Context: an optimization exercise on an open-source flow, tuned for small area, a short achievable clock period and few clock cycles per item. The choices shown serve that exercise and are no tape-out recipe.
The RTL was checked by simulation tests, not by an equivalence proof against the original design.

== v5 ==
// cva_cost_wta
module cva_cost_wta (
    input  wire         clk,
    input  wire         rst,         
    input  wire         in_valid,
    output wire         in_ready,
    input  wire         in_last,
    input  wire [15:0]  in_d,
    input  wire [2:0]   in_c,        
    input  wire [16:0]  in_wq,       
    input  wire [287:0] in_lwin,
    input  wire [287:0] in_rwin,
    output reg          out_valid,
    output reg          out_last,
    output reg  [31:0]  out_cost,
    output wire [15:0]  out_disp
);
Size: about 670 I/O pins, about 0.080 mm² of cells after synthesis.
==> flow/config.mk <==
export PLATFORM = sky130hd
export DESIGN_NAME = cva_cost_wta
export DESIGN_NICKNAME = cva_cost_wta
export VERILOG_FILES = /design/flow/design.v
export SDC_FILE = /design/flow/constraint.sdc
export NUM_CORES = 4
export LEC_CHECK = 0
export CAP_MARGIN = 50
export CORE_MARGIN = 2
export CORE_UTILIZATION = 60
export PLACE_DENSITY = 0.7
export SLEW_MARGIN = 60
export SYNTH_HIERARCHICAL = 1
==> flow/constraint.sdc <==
create_clock -name core_clock -period 20.0 [get_ports {clk}]
set_input_delay 4.0000 -clock core_clock [delete_from_list [all_inputs] [get_ports {clk}]]
set_output_delay 4.0000 -clock core_clock [all_outputs]
set_load 0.01 [all_outputs]
standard.sh (not shown) runs the stock make flow with config.mk's settings and CLKGATE_MAP_FILE= SYNTH_SCRIPT=/design/flow/synth_recipe.tcl, a recipe that flattens the netlist after the stock synthesis.
==> flow/flow/run.sh <==
#!/bin/bash
# Layout flow: the standard flow (standard.sh, all steps), with the
# input and output port buffers made of sky130_fd_sc_hd__buf_2 cells and
# the resizer's setup repair aiming for 14.5 ns of slack (a 5.5 ns path
# target; the clock and the constraints are the design's own).
# Each ORFS step writes its own log under orfs/logs/; the driver's own
# output goes to flow_run.log.
set -o pipefail
export BUFFER_PORTS_ARGS="-buffer_cell sky130_fd_sc_hd__buf_2"
export SETUP_SLACK_MARGIN=14.5
bash standard.sh > flow_run.log 2>&1
v5 reached the final stage; the timing, DRC and antenna checks on its layout passed.
Testbench counts of v5, summed over its fixed seeds: cycles 86,022, items 85,982.
Inputs modified between v5 and v31:
Settings: swapping 60 for 20 in SLEW_MARGIN; swapping 60 for 65 in CORE_UTILIZATION; swapping 50 for 20 in CAP_MARGIN; putting CTS_CLUSTER_SIZE at 20 where nothing was set; swapping 0.7 for 0.8 in PLACE_DENSITY; putting CTS_BUF_LIST at sky130_fd_sc_hd__clkbuf_8 where nothing was set.
==> flow/flow/run.sh <==
#!/bin/bash
# Layout flow: the standard flow (standard.sh, all steps), with the
# input and output port buffers made of sky130_fd_sc_hd__buf_2 cells and
# the resizer's setup repair aiming for 14.6 ns of slack (a 5.4 ns path
# target; the clock and the constraints are the design's own).
# Each ORFS step writes its own log under orfs/logs/; the driver's own
# output goes to flow_run.log.
set -o pipefail
export BUFFER_PORTS_ARGS="-buffer_cell sky130_fd_sc_hd__buf_2"
export SETUP_SLACK_MARGIN=14.6
bash standard.sh > flow_run.log 2>&1
Findings:
In summary, v31 completed successfully, with a layout that passed the timing, DRC and antenna checks.
Compared with v5, v31 shows a lower number of stages on the worst setup path.
Compared with v5, in v31 final weighted congestion of routability-driven global placement has decreased, number of non-clock buffers has decreased, clock skew has increased, number of routed nets with antenna violations has remained practically unchanged.
Going from v5 to v31, largest incremental delay on the critical path -0.28 ns.
Setup changes, v31 to v29
Settings: a change of CTS_BUF_LIST from sky130_fd_sc_hd__clkbuf_8 to sky130_fd_sc_hd__clkbuf_16; a change of CAP_MARGIN from 20 to 50; a change of SLEW_MARGIN from 20 to 60; a change of CTS_CLUSTER_SIZE from 20 to 40.
Notes after the runs:
v31 ended up with sky130_fd_sc_hd__edfxtp_1 as its critical-path cell with the highest stage delay; v29 ended up with sky130_fd_sc_hd__dfxtp_1. v31 → v29: signed area change from the synthesized netlist to the final layout moved up; number of antenna repair diodes moved down; part of the cycle the worst path needs moved down; number of instances resized during post-cts repair moved down.
Modified inputs, v51 compared to v29
Settings: CTS_CLUSTER_SIZE: 40 -> 20; CTS_BUF_LIST: sky130_fd_sc_hd__clkbuf_16 -> sky130_fd_sc_hd__clkbuf_8.
==> flow/flow/run.sh <==
#!/bin/bash
# Layout flow: the standard flow (standard.sh, all steps), with the
# input and output port buffers made of sky130_fd_sc_hd__buf_1 cells and
# the resizer's setup repair aiming for 14.6 ns of slack (a 5.4 ns path
# target; the clock and the constraints are the design's own).
# Each ORFS step writes its own log under orfs/logs/; the driver's own
# output goes to flow_run.log.
set -o pipefail
export BUFFER_PORTS_ARGS="-buffer_cell sky130_fd_sc_hd__buf_1"
export SETUP_SLACK_MARGIN=14.6
bash standard.sh > flow_run.log 2>&1
### Flow results
Looking at post-layout worst setup margin, v51 sits below v29. v51 vs. v29: final design instance area without fill went down, number of vias in the routed layout closely matched the old numbers, critical path depth went down, fill cell total of the finished layout rose by 0.62%. Between v51 and v29, the difference in wire length the detailed router placed on met1 is negligible. In v51 relative to v29, final cell count without fillers had gone up slightly. Final routed wirelength across all metal layers essentially unchanged between v51 and v29. v51 reports a lower fraction of met2 tracks used by global routing than v29 does.
Input changes introduced in v22 (baseline for comparison: v51):
==> flow/flow/run.sh <==
#!/bin/bash
# Layout flow: the standard flow (standard.sh, all steps), with the
# input and output port buffers made of sky130_fd_sc_hd__buf_2 cells and
# the resizer's setup repair aiming for 14.6 ns of slack (a 5.4 ns path
# target; the clock and the constraints are the design's own).
# Each ORFS step writes its own log under orfs/logs/; the driver's own
# output goes to flow_run.log.
set -o pipefail
export BUFFER_PORTS_ARGS="-buffer_cell sky130_fd_sc_hd__buf_2"
export SETUP_SLACK_MARGIN=14.6
bash standard.sh > flow_run.log 2>&1
[summary]
v51 and v22 ended up with nearly the same area of combinational cells with multiple inputs. For the design area, v22 came in 0.63% higher than v51 did. In v22 the clock-buffer cell count turned out 6.1% lower than in v51. On routed wire length, v22 tracks v51 almost exactly. Higher post-route met1 wirelength goes to v51 over v22.

## port drivers added, routing unchanged
In the flow no input, the clock included, has a driving cell. The finished layouts below were timed again as built, in two steps. Step 1 assumes that a clkbuf_16 drives the clock port and a buf_2 every other input. Step 2, shift: input delay + t, output delay - t, t = (earliest + latest rising clock arrival at the registers) / 2. This alone moves slack from input paths to output paths. a / b / c = no drivers / after step 1 / after step 2; a / b = the first two.
run | t, ns | setup WS [ns] | worst hold slack (ns)
v5 | 0.784 | 14.642 / 14.642 / 14.067 | 0.310 / 0.310 / 0.310
v31 | 0.968 | 14.557 / 14.475 / 14.183 | 0.306 / 0.306 / 0.306
v29 | 0.758 | 14.717 / 14.693 / 14.137 | 0.316 / 0.316 / 0.316
v51 | 0.966 | 14.583 / 14.505 / 14.129 | 0.302 / 0.302 / 0.302
v22 | 0.952 | 14.614 / 14.536 / 14.167 | 0.321 / 0.321 / 0.321
After both steps every run listed still meets setup and hold. The setup slack of v29, which loses most, moves by -0.024 ns with the drivers and by -0.580 ns with both steps.
